This design comes from an exercise in tuning for small area, a short achievable clock period and few clock cycles on the open sky130 flow, not from production work. Function was checked by simulation only, so behaviour that the tests miss may differ from the original. Power is estimated from default activity; no workload was simulated.

==> 10-16 <==
Design onc_pp, start of the top module:
module onc_pp (
    input  wire        clk,
    input  wire        rst,
    input  wire        bus_en,
    input  wire        bus_we,
    input  wire [11:0] bus_addr,
    input  wire [7:0]  bus_wdata,
    output reg  [7:0]  bus_rdata,
    output wire        irq
);
==> flow/config.mk <==
export PLATFORM = sky130hd
export DESIGN_NAME = onc_pp
export DESIGN_NICKNAME = onc_pp
export VERILOG_FILES = /design/flow/design.v
export SDC_FILE = /design/flow/constraint.sdc
export NUM_CORES = 4
export LEC_CHECK = 0
export CAP_MARGIN = 20
export CORE_MARGIN = 2
export CORE_UTILIZATION = 40
export PLACE_DENSITY = 0.6
export SETUP_SLACK_MARGIN = 5
export SLEW_MARGIN = 20
==> flow/constraint.sdc <==
create_clock -name core_clock -period 10.0 [get_ports {clk}]
set_input_delay 2.0000 -clock core_clock [delete_from_list [all_inputs] [get_ports {clk}]]
set_output_delay 2.0000 -clock core_clock [all_outputs]
set_load 0.01 [all_outputs]
run.sh (not shown) runs the stock make flow with config.mk's settings and CLKGATE_MAP_FILE= SYNTH_SCRIPT=/design/flow/synth_recipe.tcl, a recipe that flattens the netlist after the stock synthesis.
==> 08-05 (differences from 10-16) <==
--- a/flow/design.v
+++ b/flow/design.v
@@ -198,15 +198,20 @@
             assign sv[gi] = symv(pkt_v[8*gi +: 8]);
         end
     endgenerate
     wire pv_s = &sv[27:16];
     wire pv_l = pv_s & (&sv[59:28]);
+    localparam [2:0] P_NONE = 3'd0, P_H0 = 3'd1, P_H1 = 3'd2, P_DF = 3'd3, P_DM = 3'd4, P_DL = 3'd5;
+    reg [63:0] pw_q;
+    reg  [2:0] wq;
+    reg  [2:0] pmode;
+    wire       p_d = (pmode == P_DF) || (pmode == P_DM) || (pmode == P_DL);
     reg  [47:0] wd;
     reg  [7:0]  wv;            
     always @(*)
         for (li = 0; li < 8; li = li + 1)
-            {wv[li], wd[47-6*li -: 6]} = dec8(pw[63-8*li -: 8]);
+            {wv[li], wd[47-6*li -: 6]} = dec8(pw_q[63-8*li -: 8]);
     wire [6:0]  h_p14 = dec8(pkt_v[8*14 +: 8]);
     wire [6:0]  h_p15 = dec8(pkt_v[8*15 +: 8]);
     wire [11:0] h_pid   = {h_p14[5:0], h_p15[5:0]};
     wire        h_pidbad = ~(h_p14[6] & h_p15[6]) | (h_pid[11:8] != 4'd0);
     wire        h_kv    = ~h_pidbad & (h_pid[5:4] == 2'b00);
@@ -228,37 +233,40 @@
     reg [3:0]  cmode;
     always @(*) begin
         cl    = 64'd0;
         cmode = T_NONE;
         case (state)
-            S_H0: begin cl = {16'd0, pw[63:48], pw[31:0]}; cmode = T_H0; end    
-            S_H1: begin cl = pw; cmode = T_H1; end                                
             S_KA: begin
                 cl = {8'd0, kw[8*(1) +: 8], kw[8*(2) +: 8], kw[8*(3) +: 8], kw[8*(4) +: 8], kw[8*(5) +: 8], kw[8*(6) +: 8], kw[8*(7) +: 8]};
                 cmode = e_small ? T_KS : T_KA1;
             end
             S_KB: begin cl = {kw[8*(8) +: 8], kw[8*(9) +: 8], kw[8*(10) +: 8], kw[8*(11) +: 8], kw[8*(12) +: 8], kw[8*(13) +: 8], kw[8*(14) +: 8], kw[8*(15) +: 8]}; cmode = T_KL; end
-            S_D: begin                                                            
-                if (d_first)     begin cl = {24'd0, wd[39:0]}; cmode = T_DF; end   
-                else if (d_last) begin cl = {48'd0, wd[47:32]}; cmode = T_DL; end  
-                else             begin cl = {16'd0, wd};        cmode = T_DM; end
-            end
             default: ;
         endcase
     end
-    wire [7:0] tree = crc_l8(cl_q);
+    reg [63:0] pl;
+    always @(*) begin
+        case (pmode)
+            P_H0:    pl = {16'd0, pw_q[63:48], pw_q[31:0]};       
+            P_H1:    pl = pw_q;                                    
+            P_DF:    pl = {24'd0, wd[39:0]};                       
+            P_DL:    pl = {48'd0, wd[47:32]};                      
+            default: pl = {16'd0, wd};
+        endcase
+    end
+    wire [7:0] tree = crc_l8((pmode != P_NONE) ? pl : cl_q);
     wire [7:0] k_lhs_s = tree ^ k0_2;                         
     wire [7:0] k_lhs_l = kpost({adv8(ks) ^ tree, k0_2});      
     wire [7:0] k_t     = crc ^ e_cr ^ pld_v[7:0] ^ e_r;        
     wire       k_match = (lhs_q == k_t);
     wire       k_issue = (state == S_KB) || (state == S_KA && e_small);
     wire        e_x = (state == S_X);
     generate
         for (gi = 0; gi < 33; gi = gi + 1) begin : g_pld
             reg [7:0] b;
             wire in_ct = (gi < 8) || (gi < 32 && !e_small);
-            wire we = (state == S_D && w == 3'd2 + gi / 6 && (gi < 9 || !e_small)) ||
+            wire we = (p_d && wq == 3'd2 + gi / 6 && (gi < 9 || !e_small)) ||
                       (e_x && in_ct);
             always @(posedge clk)
                 if (we)
                     b <= e_x ? (b ^ kw[8*(gi % 16) +: 8] ^ e_r) : wd[47-8*(gi%6) -: 8];
             assign pld_v[8*gi +: 8] = b;
@@ -271,11 +279,11 @@
         if (rst) begin
             cmd_r <= 8'h00; busy <= 1'b0; done <= 1'b0; err <= 1'b0; busy_wr <= 1'b0;
             err_code <= 3'd0; irq_en <= 1'b0; pkt_len <= 8'h00;
             key_count <= 3'd0; inv_key_count <= 3'd0; in_valid_digits <= 1'b1;
             r_ab <= 1'b0; r_dig <= 1'b0;
-            state <= S_IDLE; cmp_v <= 1'b0; tmode <= T_NONE;
+            state <= S_IDLE; cmp_v <= 1'b0; tmode <= T_NONE; pmode <= P_NONE;
         end else begin
             completing = 1'b0;
             fin = 1'b0;
             fin_code = 3'd0;
             if (idle_wr) begin
@@ -313,25 +321,13 @@
                     end else begin
                         r_ab  <= 1'b0;
                         r_dig <= 1'b1;
                         state <= S_H1;
                     end
-                    r_rptr      <= {wd[47-6*(0) -: 6], wd[47-6*(1) -: 6]};
-                    r_hrx       <= {wd[47-6*(2) -: 6], wd[47-6*(3) -: 6]};
-                    r_dst       <= {wd[47-6*(4) -: 6], wd[47-6*(5) -: 6]};
-                    r_nid[35:24] <= {wd[47-6*(6) -: 6], wd[47-6*(7) -: 6]};
-                    r_ferr[0]   <= ~(wv[0] & wv[1]);
-                    r_ferr[1]   <= ~(wv[2] & wv[3]) | (wd[47-6*(2) -: 6] >> 2 != 6'd0);
-                    r_ferr[2]   <= ~(wv[4] & wv[5]);
-                    r_ferr[3]   <= ~(wv[6] & wv[7]);
                 end
                 S_H1: begin
-                    r_nid[23:0] <= {wd[47-6*(0) -: 6], wd[47-6*(1) -: 6], wd[47-6*(2) -: 6], wd[47-6*(3) -: 6]};
-                    r_src       <= {wd[47-6*(4) -: 6], wd[47-6*(5) -: 6]};
                     r_pid       <= h_pid[7:0];
-                    r_ferr[3]   <= r_ferr[3] | ~(&wv[3:0]);
-                    r_ferr[4]   <= ~(wv[4] & wv[5]);
                     r_ferr[5]   <= h_pidbad;
                     r_ferr[6]   <= h_kv & h_lok & h_mh & ~h_hopsym[6];
                     r_ferr[7]   <= h_kv & h_lok & ~h_pvalid;
                     r_lok   <= h_lok;
                     r_hop   <= h_hopsym[5:0];
@@ -366,13 +362,32 @@
                         fin_code = end_code;
                     end
                 end
                 default: ;
             endcase
+            if (pmode == P_H0) begin
+                r_rptr       <= {wd[47-6*(0) -: 6], wd[47-6*(1) -: 6]};
+                r_hrx        <= {wd[47-6*(2) -: 6], wd[47-6*(3) -: 6]};
+                r_dst        <= {wd[47-6*(4) -: 6], wd[47-6*(5) -: 6]};
+                r_nid[35:24] <= {wd[47-6*(6) -: 6], wd[47-6*(7) -: 6]};
+                r_ferr[0]    <= ~(wv[0] & wv[1]);
+                r_ferr[1]    <= ~(wv[2] & wv[3]) | (wd[47-6*(2) -: 6] >> 2 != 6'd0);
+                r_ferr[2]    <= ~(wv[4] & wv[5]);
+                r_ferr[3]    <= ~(wv[6] & wv[7]);
+            end
+            if (pmode == P_H1) begin
+                r_nid[23:0]  <= {wd[47-6*(0) -: 6], wd[47-6*(1) -: 6], wd[47-6*(2) -: 6], wd[47-6*(3) -: 6]};
+                r_src        <= {wd[47-6*(4) -: 6], wd[47-6*(5) -: 6]};
+                r_ferr[3]    <= r_ferr[3] | ~(&wv[3:0]);
+                r_ferr[4]    <= ~(wv[4] & wv[5]);
+                r_hcalc      <= adv8(crc) ^ tree;
+            end
+            pmode <= (state == S_H0) ? P_H0 :
+                     (state == S_H1) ? P_H1 :
+                     (state == S_D)  ? (d_first ? P_DF : (d_last ? P_DL : P_DM)) : P_NONE;
             cmp_v <= 1'b0;
             case (tmode)
-                T_H1: r_hcalc <= adv8(crc) ^ tree;
                 T_KS, T_KL: begin
                     lhs_q <= (tmode == T_KS) ? k_lhs_s : k_lhs_l;
                     k0q   <= k0_2;
                     kq    <= kq2;
                     lastq <= last2;
@@ -409,10 +424,11 @@
                 err      <= (fin_code != 3'd0);
                 busy     <= 1'b0;
                 state    <= S_IDLE;
                 cmp_v    <= 1'b0;
                 tmode    <= T_NONE;
+                pmode    <= P_NONE;
             end
             if (host_wr && a_status) begin
                 if (bus_wdata[1]) done <= 1'b0; else if (completing) done <= 1'b1;
                 if (bus_wdata[2]) err  <= 1'b0;
                 if (bus_wdata[3]) busy_wr <= 1'b0;
@@ -424,17 +440,20 @@
     always @(posedge clk) begin
         if (idle_wr && a_cmd)
             w <= 3'd0;
         else if (state == S_H0 || state == S_H1 || state == S_D)
             w <= w + 3'd1;
-        case (tmode)
-            T_H0, T_DF: crc <= tree;
-            T_DM:       crc <= adv6(crc) ^ tree;
-            T_DL:       crc <= adv2(crc) ^ tree;
-            T_KA1:      ks  <= tree;
+        pw_q <= pw;
+        wq   <= w;
+        case (pmode)
+            P_H0, P_DF: crc <= tree;
+            P_DM:       crc <= adv6(crc) ^ tree;
+            P_DL:       crc <= adv2(crc) ^ tree;
             default: ;
         endcase
+        if (pmode == P_NONE && tmode == T_KA1)
+            ks <= tree;
     end
     wire [7:0] q_ferr  = r_dig ? r_ferr : 8'd0;
     wire       q_pidok = r_dig & ~r_ferr[5];
     wire [7:0] q_pid   = q_pidok ? r_pid : 8'd0;
     wire       q_kv    = q_pidok & (r_pid[5:4] == 2'b00);
- CORE_UTILIZATION: 40 -> 55
- PLACE_DENSITY: 0.6 -> 0.7
==> qor summary <==
Worst stage delay on the critical path: 08-05 560 ps; 10-16 630 ps
Post-route cell area: 08-05 113000 um2; 10-16 114000 um2
Share of total power in combinational logic: 08-05 0.283; 10-16 0.306
Internal power summed over all cells: 08-05 0.0185 W; 10-16 0.0188 W
Pin slew with the least headroom to its limit: 08-05 1270 ps; 10-16 1380 ps
Highest net fanout along the worst path: 08-05 22; 10-16 104
Hold slack final: 08-05 418 ps; 10-16 423 ps
Via count of the first global-routing pass: 08-05 68328; 10-16 67779
Minimum setup slack among reg-to-reg paths: 08-05 4900 ps; 10-16 4840 ps
Total placed instance area: 08-05 105000 um2; 10-16 105000 um2
Clock transition time at the flip-flop clock pins of the worst setup and hold paths: 08-05 70 ps; 10-16 60 ps
Placeable core region: 08-05 183000 um2; 10-16 249000 um2
Outcome: 08-05 timing/DRC/antenna clean; 10-16 timing/DRC/antenna clean
Number of nets in the layout: 08-05 7694; 10-16 7616
Total Die Area: 08-05 187000 um2; 10-16 254000 um2
Testbench counts of 10-16, summed over its fixed seeds: cycles 44,932.
Testbench counts of 08-05, summed over its fixed seeds: cycles 44,932.


==> inputs of job 8934 <==
onc_pp, a different RTL version from the one above (not shown whole).
clock: 10.0 ns
lec_check: 0
cap_margin: 20
core_margin: 2
core_utilization: 40
cts_buf_list: sky130_fd_sc_hd__clkbuf_16
cts_cluster_diameter: 100
cts_cluster_size: 24
place_density: 0.6
setup_slack_margin: 5
slew_margin: 20
==> inputs of job 1012, as changes to job 8934 <==
--- a/flow/config.mk
+++ b/flow/config.mk
@@ -6,11 +6,11 @@
 export NUM_CORES = 4
 export LEC_CHECK = 0
 export CAP_MARGIN = 20
 export CORE_MARGIN = 2
 export CORE_UTILIZATION = 40
 export CTS_BUF_LIST = sky130_fd_sc_hd__clkbuf_16
-export CTS_CLUSTER_DIAMETER = 100
-export CTS_CLUSTER_SIZE = 24
+export CTS_CLUSTER_DIAMETER = 60
+export CTS_CLUSTER_SIZE = 28
 export PLACE_DENSITY = 0.6
 export SETUP_SLACK_MARGIN = 5
 export SLEW_MARGIN = 20
==> inputs of job 2213, as changes to job 8934 <==
--- a/flow/design.v
+++ b/flow/design.v
@@ -253,21 +253,19 @@
     wire [7:0] k_lhs_l = kpost({adv8(ks) ^ tree, k0_2});      
     wire [7:0] k_t     = crc ^ e_cr ^ pld_v[7:0] ^ e_r;        
     wire       k_tk    = (tmode == T_KS) || (tmode == T_KL);    
     wire [7:0] k_lhs   = (tmode == T_KS) ? k_lhs_s : k_lhs_l;
     wire       k_match = (k_lhs == k_t);
     wire       k_issue = (state == S_KB) || (state == S_KA && e_small);
-    wire        e_xl = k_tk && last2;
-    wire        e_x  = (state == S_X) || e_xl;
-    wire        e_xw = (state == S_X) || (e_xl && k_match);
+    wire        e_x  = (state == S_X);
     generate
         for (gi = 0; gi < 33; gi = gi + 1) begin : g_pld
             reg [7:0] b;
             wire in_ct = (gi < 8) || (gi < 32 && !e_small);
             wire we = (p_d && wq == 3'd2 + gi / 6 && (gi < 9 || !e_small)) ||
-                      (e_xw && in_ct);
+                      (e_x && in_ct);
             always @(posedge clk)
                 if (we)
                     b <= e_x ? (b ^ kw[8*(gi % 16) +: 8] ^ e_r) : wd[47-8*(gi%6) -: 8];
             assign pld_v[8*gi +: 8] = b;
         end
     endgenerate
@@ -381,27 +379,24 @@
                      (state == S_D)  ? (d_first ? P_DF : (d_last ? P_DL : P_DM)) : P_NONE;
             tmode <= cmode;
             if (k_issue) begin
                 k0_2  <= kw[8*(0) +: 8];
                 kq2   <= kidx;
                 last2 <= e_lastk;
-                kidx  <= e_lastk ? kidx : kidx + 2'd1;
+                kidx  <= kidx + 2'd1;
                 state <= e_lastk ? S_END : S_KA;
             end
             if (k_tk) begin
                 r_kt    <= {1'b0, kq2} + 3'd1;
                 r_prx   <= pld_v[7:0] ^ k0_2 ^ e_r;
                 r_pcalc <= crc ^ e_cr ^ k_lhs ^ k0_2;
                 if (k_match) begin
                     r_acc <= 1'b1;
                     kidx  <= kq2;
                     tmode <= T_NONE;
-                    if (last2)
-                        fin = 1'b1;          
-                    else
-                        state <= S_X;
+                    state <= S_X;
                 end else if (last2) begin
                     fin = 1'b1;
                 end
             end
             if (fin) begin
                 completing = 1'b1;
--- a/flow/config.mk
+++ b/flow/config.mk
@@ -6,11 +6,11 @@
 export NUM_CORES = 4
 export LEC_CHECK = 0
 export CAP_MARGIN = 20
 export CORE_MARGIN = 2
 export CORE_UTILIZATION = 40
 export CTS_BUF_LIST = sky130_fd_sc_hd__clkbuf_16
-export CTS_CLUSTER_DIAMETER = 100
+export CTS_CLUSTER_DIAMETER = 150
 export CTS_CLUSTER_SIZE = 24
 export PLACE_DENSITY = 0.6
 export SETUP_SLACK_MARGIN = 5
 export SLEW_MARGIN = 20
==> comparison <==
Job 1012 ran to the end with no violations. Job 8934 passed the timing, DRC and antenna checks. Job 2213 finished with timing, DRC and antenna clean.
In die area, job 8934 and job 1012 do not differ.
The lowest sequential share of layout area belongs to job 1012, the highest to job 2213.
Register-to-register slack, lowest first: job 8934, job 2213, job 1012.
The highest clock skew belongs to job 1012, the lowest to job 8934.
Critical path depth: job 1012 is higher than job 8934 (2).
Via count: job 1012 > job 2213 > job 8934.
Cell area, highest first: job 1012, job 8934, job 2213.
In job 1012 the cell count is higher than in job 8934, by about 1.3%.
Sequential power is about the same in job 8934 and job 2213.
Testbench counts of job 8934, summed over its fixed seeds: cycles 44,124.
Testbench counts of job 1012, summed over its fixed seeds: cycles 44,124.
Testbench counts of job 2213, summed over its fixed seeds: cycles 44,210.


==> inputs of amber <==
Starting RTL as in the previous note.
==> flow/config.mk <==
export PLATFORM = sky130hd
export DESIGN_NAME = onc_pp
export DESIGN_NICKNAME = onc_pp
export VERILOG_FILES = /design/flow/design.v
export SDC_FILE = /design/flow/constraint.sdc
export NUM_CORES = 4
export LEC_CHECK = 0
export CAP_MARGIN = 20
export CORE_MARGIN = 2
export CORE_UTILIZATION = 40
export PLACE_DENSITY = 0.6
export SETUP_SLACK_MARGIN = 5
export SLEW_MARGIN = 20
==> flow/constraint.sdc <==
create_clock -name core_clock -period 10.0 [get_ports {clk}]
set_input_delay 2.0000 -clock core_clock [delete_from_list [all_inputs] [get_ports {clk}]]
set_output_delay 2.0000 -clock core_clock [all_outputs]
set_load 0.01 [all_outputs]
standard.sh (not shown) runs the stock make flow with config.mk's settings and CLKGATE_MAP_FILE= SYNTH_SCRIPT=/design/flow/synth_recipe.tcl, a recipe that flattens the netlist after the stock synthesis.
==> flow/flow/run.sh <==
#!/bin/bash
set -o pipefail
export BUFFER_PORTS_ARGS="-buffer_cell sky130_fd_sc_hd__buf_4"
bash standard.sh > standard.log 2>&1
==> yarrow: changes against amber <==
--- a/flow/design.v
+++ b/flow/design.v
@@ -135,12 +135,17 @@
                      S_KA = 3'd4, S_KB = 3'd5, S_X = 3'd6, S_END = 3'd7;
     reg  [2:0] state;
     reg  [2:0] w;              
     reg  [1:0] kidx;           
     reg  [7:0] crc;            
     reg  [7:0] ks;             
+    reg        cmp_v;          
+    reg  [1:0] kq;             
+    reg  [7:0] lhs_q;          
+    reg  [7:0] k0q;            
+    reg        lastq;          
     localparam [3:0] T_NONE = 4'd0, T_H0 = 4'd1, T_H1 = 4'd2, T_DF = 4'd3, T_DM = 4'd4,
                      T_DL = 4'd5, T_KA1 = 4'd6, T_KS = 4'd7, T_KL = 4'd8;
     reg  [3:0] tmode;
     reg [63:0] cl_q;
     reg  [7:0] k0_2;           
     reg  [1:0] kq2;
@@ -249,25 +254,21 @@
         endcase
     end
     wire [7:0] tree = crc_l8((pmode != P_NONE) ? pl : cl_q);
     wire [7:0] k_lhs_s = tree ^ k0_2;                         
     wire [7:0] k_lhs_l = kpost({adv8(ks) ^ tree, k0_2});      
     wire [7:0] k_t     = crc ^ e_cr ^ pld_v[7:0] ^ e_r;        
-    wire       k_tk    = (tmode == T_KS) || (tmode == T_KL);    
-    wire [7:0] k_lhs   = (tmode == T_KS) ? k_lhs_s : k_lhs_l;
-    wire       k_match = (k_lhs == k_t);
+    wire       k_match = (lhs_q == k_t);
     wire       k_issue = (state == S_KB) || (state == S_KA && e_small);
-    wire        e_xl = k_tk && last2;
-    wire        e_x  = (state == S_X) || e_xl;
-    wire        e_xw = (state == S_X) || (e_xl && k_match);
+    wire        e_x = (state == S_X);
     generate
         for (gi = 0; gi < 33; gi = gi + 1) begin : g_pld
             reg [7:0] b;
             wire in_ct = (gi < 8) || (gi < 32 && !e_small);
             wire we = (p_d && wq == 3'd2 + gi / 6 && (gi < 9 || !e_small)) ||
-                      (e_xw && in_ct);
+                      (e_x && in_ct);
             always @(posedge clk)
                 if (we)
                     b <= e_x ? (b ^ kw[8*(gi % 16) +: 8] ^ e_r) : wd[47-8*(gi%6) -: 8];
             assign pld_v[8*gi +: 8] = b;
         end
     endgenerate
@@ -277,13 +278,13 @@
     always @(posedge clk) begin
         if (rst) begin
             cmd_r <= 8'h00; busy <= 1'b0; done <= 1'b0; err <= 1'b0; busy_wr <= 1'b0;
             err_code <= 3'd0; irq_en <= 1'b0; pkt_len <= 8'h00;
             key_count <= 3'd0; inv_key_count <= 3'd0; in_valid_digits <= 1'b1;
             r_ab <= 1'b0; r_dig <= 1'b0;
-            state <= S_IDLE; tmode <= T_NONE; pmode <= P_NONE;
+            state <= S_IDLE; cmp_v <= 1'b0; tmode <= T_NONE; pmode <= P_NONE;
         end else begin
             completing = 1'b0;
             fin = 1'b0;
             fin_code = 3'd0;
             if (idle_wr) begin
                 if (a_pktlen) pkt_len <= bus_wdata;
@@ -294,13 +295,13 @@
                     cmd_r    <= bus_wdata;
                     done     <= 1'b0;
                     err      <= 1'b0;
                     err_code <= 3'd0;
                     busy     <= 1'b1;
                     if (bus_wdata == OP_PKT_PROC) begin
-                        state    <= S_H1;
+                        state    <= S_H0;
                         end_code <= 3'd0;
                     end else begin
                         state    <= S_END;
                         end_code <= (bus_wdata == OP_NOP) ? 3'd0 : 3'd1;
                     end
                 end
@@ -308,12 +309,24 @@
             if (host_wr && a_ctrl)
                 irq_en <= bus_wdata[0];
             if (host_wr && busy && !a_status && !a_ctrl)
                 busy_wr <= 1'b1;
             case (state)
                 S_IDLE: ;
+                S_H0: begin
+                    if (pkt_len == 8'd0 || !in_valid_digits || pkt_len < 8'd16) begin
+                        r_ab  <= 1'b1;
+                        r_dig <= 1'b0;
+                        fin = 1'b1;
+                        fin_code = (pkt_len != 8'd0 && !in_valid_digits) ? 3'd6 : 3'd7;
+                    end else begin
+                        r_ab  <= 1'b0;
+                        r_dig <= 1'b1;
+                        state <= S_H1;
+                    end
+                end
                 S_H1: begin
                     r_pid       <= h_pid[7:0];
                     r_ferr[5]   <= h_pidbad;
                     r_ferr[6]   <= h_kv & h_lok & h_mh & ~h_hopsym[6];
                     r_ferr[7]   <= h_kv & h_lok & ~h_pvalid;
                     r_lok   <= h_lok;
@@ -321,25 +334,17 @@
                     r_kt    <= 3'd0;
                     r_acc   <= 1'b0;
                     if (h_kv & h_lok & h_pvalid)
                         state <= S_D;
                     else
                         state <= S_END;      
-                    if (pkt_len == 8'd0 || !in_valid_digits || pkt_len < 8'd16) begin
-                        r_ab  <= 1'b1;
-                        r_dig <= 1'b0;
-                        fin = 1'b1;
-                        fin_code = (pkt_len != 8'd0 && !in_valid_digits) ? 3'd6 : 3'd7;
-                    end else begin
-                        r_ab  <= 1'b0;
-                        r_dig <= 1'b1;
-                    end
                 end
                 S_D: begin
                     if (d_last) begin
                         kidx  <= 2'd0;
+                        cmp_v <= 1'b0;
                         if (e_ringn == 3'd0)
                             state <= S_END;
                         else
                             state <= S_KA;
                     end
                 end
@@ -349,13 +354,13 @@
                 end
                 S_KB: ;
                 S_X: begin
                     fin = 1'b1;
                 end
                 S_END: begin
-                    if (tmode != T_KA1 && !k_tk) begin
+                    if (!cmp_v && tmode != T_KA1 && tmode != T_KS && tmode != T_KL) begin
                         fin = 1'b1;
                         fin_code = end_code;
                     end
                 end
                 default: ;
             endcase
@@ -373,45 +378,56 @@
                 r_nid[23:0]  <= {wd[47-6*(0) -: 6], wd[47-6*(1) -: 6], wd[47-6*(2) -: 6], wd[47-6*(3) -: 6]};
                 r_src        <= {wd[47-6*(4) -: 6], wd[47-6*(5) -: 6]};
                 r_ferr[3]    <= r_ferr[3] | ~(&wv[3:0]);
                 r_ferr[4]    <= ~(wv[4] & wv[5]);
                 r_hcalc      <= adv8(crc) ^ tree;
             end
-            pmode <= (idle_wr && a_cmd && bus_wdata == OP_PKT_PROC) ? P_H0 :
+            pmode <= (state == S_H0) ? P_H0 :
                      (state == S_H1) ? P_H1 :
                      (state == S_D)  ? (d_first ? P_DF : (d_last ? P_DL : P_DM)) : P_NONE;
+            cmp_v <= 1'b0;
+            case (tmode)
+                T_KS, T_KL: begin
+                    lhs_q <= (tmode == T_KS) ? k_lhs_s : k_lhs_l;
+                    k0q   <= k0_2;
+                    kq    <= kq2;
+                    lastq <= last2;
+                    cmp_v <= 1'b1;
+                end
+                default: ;
+            endcase
             tmode <= cmode;
+            cl_q  <= cl;
             if (k_issue) begin
                 k0_2  <= kw[8*(0) +: 8];
                 kq2   <= kidx;
                 last2 <= e_lastk;
-                kidx  <= e_lastk ? kidx : kidx + 2'd1;
+                kidx  <= kidx + 2'd1;
                 state <= e_lastk ? S_END : S_KA;
             end
-            if (k_tk) begin
-                r_kt    <= {1'b0, kq2} + 3'd1;
-                r_prx   <= pld_v[7:0] ^ k0_2 ^ e_r;
-                r_pcalc <= crc ^ e_cr ^ k_lhs ^ k0_2;
+            if (cmp_v && state != S_X) begin
+                r_kt    <= {1'b0, kq} + 3'd1;
+                r_prx   <= pld_v[7:0] ^ k0q ^ e_r;
+                r_pcalc <= crc ^ e_cr ^ lhs_q ^ k0q;
                 if (k_match) begin
                     r_acc <= 1'b1;
-                    kidx  <= kq2;
+                    kidx  <= kq;
+                    cmp_v <= 1'b0;
                     tmode <= T_NONE;
-                    if (last2)
-                        fin = 1'b1;          
-                    else
-                        state <= S_X;
-                end else if (last2) begin
+                    state <= S_X;
+                end else if (lastq) begin
                     fin = 1'b1;
                 end
             end
             if (fin) begin
                 completing = 1'b1;
                 err_code <= fin_code;
                 err      <= (fin_code != 3'd0);
                 busy     <= 1'b0;
                 state    <= S_IDLE;
+                cmp_v    <= 1'b0;
                 tmode    <= T_NONE;
                 pmode    <= P_NONE;
             end
             if (host_wr && a_status) begin
                 if (bus_wdata[1]) done <= 1'b0; else if (completing) done <= 1'b1;
                 if (bus_wdata[2]) err  <= 1'b0;
@@ -420,18 +436,17 @@
                 done <= 1'b1;
             end
         end
     end
     always @(posedge clk) begin
         if (idle_wr && a_cmd)
-            w <= 3'd1;
+            w <= 3'd0;
         else if (state == S_H0 || state == S_H1 || state == S_D)
             w <= w + 3'd1;
         pw_q <= pw;
         wq   <= w;
-        cl_q <= cl;
         case (pmode)
             P_H0, P_DF: crc <= tree;
             P_DM:       crc <= adv6(crc) ^ tree;
             P_DL:       crc <= adv2(crc) ^ tree;
             default: ;
         endcase
==> flow/run.sh (new file) <==
#!/bin/bash
# synth_recipe.tcl (not shown) runs the flow's synth.tcl, then flattens the netlist and writes it again
# the make line also repeats each setting of config.mk as NAME=value (left out here)
make -C /OpenROAD-flow-scripts/flow DESIGN_CONFIG=/design/flow/config.mk WORK_HOME=/design/flow/orfs CLKGATE_MAP_FILE= SYNTH_SCRIPT=/design/flow/synth_recipe.tcl finish
removed: flow/flow/run.sh
removed: flow/standard.sh
==> summary.txt <==
item	yarrow	amber
FILL cells	22378	20860
Synth-to-layout area growth	13.02%	16.42%
CP Buf/Inv Count	1	4
Clk cell area share	0.06438	0.06282
Power in sequential cells	10.9 mW	10.2 mW
Clock network fraction of design power	0.313	0.363
M1 GR Usage	0.4288	0.3812
Critical Path Start	bus_addr[6]	pw_q[22]
Antenna violations before repair	43	21
Number of gates resized after cts	76	297
Crit path kind	in2reg	reg2reg
Number of flops mapped to enable cells by yosys	2044	1961
Dpl hpwl	284300 um	246300 um
Synthesized instance count	7603	6284
Status	timing/DRC/antenna clean	timing/DRC/antenna clean
Synth Area in Compound Gates	0.1033	0.07599
Crit start category	primary input	register
Largest vdd supply drop	0.0006355 V	0.0001851 V
Testbench counts of amber, summed over its fixed seeds: cycles 44,124.
Testbench counts of yarrow, summed over its fixed seeds: cycles 44,932.

what the ideal ports hide:
The flow's constraints put no driver on any port. The routed layouts listed below were extracted and timed again, unchanged, in two steps.
Step 1 sets driving cells, clkbuf_16 on the clock port and buf_2 on the other inputs (assumed; they add their load-dependent delay and slew).
Step 2 also shifts input and output timing later by t, the mid clock arrival at the registers, as if the neighbouring blocks saw the same clock.
Slacks: ideal ports / drivers / drivers and shift; pairs: ideal ports / drivers.
run | shift t [ns] | slack for setup (ns) | hold WS [ns] | worst setup path after step 2 | worst register clock-pin slew, ns
10-16 | 0.986 | 4.679 / 4.757 / 3.771 | 0.423 / 0.423 / 0.423 | input to register | 0.07 / 0.07
08-05 | 0.967 | 4.693 / 4.738 / 3.771 | 0.418 / 0.418 / 0.418 | input to register | 0.07 / 0.07
job 8934 | 0.899 | 4.672 / 4.672 / 3.928 | 0.460 / 0.460 / 0.460 | input to register | 0.12 / 0.12
job 1012 | 0.939 | 4.797 / 4.745 / 3.806 | 0.455 / 0.455 / 0.455 | input to register | 0.10 / 0.10
job 2213 | 0.928 | 4.744 / 4.744 / 4.007 | 0.461 / 0.461 / 0.461 | input to register | 0.12 / 0.12
amber | 0.964 | 4.753 / 4.753 / 4.024 | 0.466 / 0.466 / 0.466 | input to register | 0.08 / 0.08
yarrow | 0.960 | 4.810 / 4.864 / 3.904 | 0.420 / 0.420 / 0.420 | input to register | 0.07 / 0.07
After both steps setup and hold are still met in every run listed. The setup slack of job 1012, which loses most, moves by -0.052 ns with the drivers and by -0.991 ns with both steps.
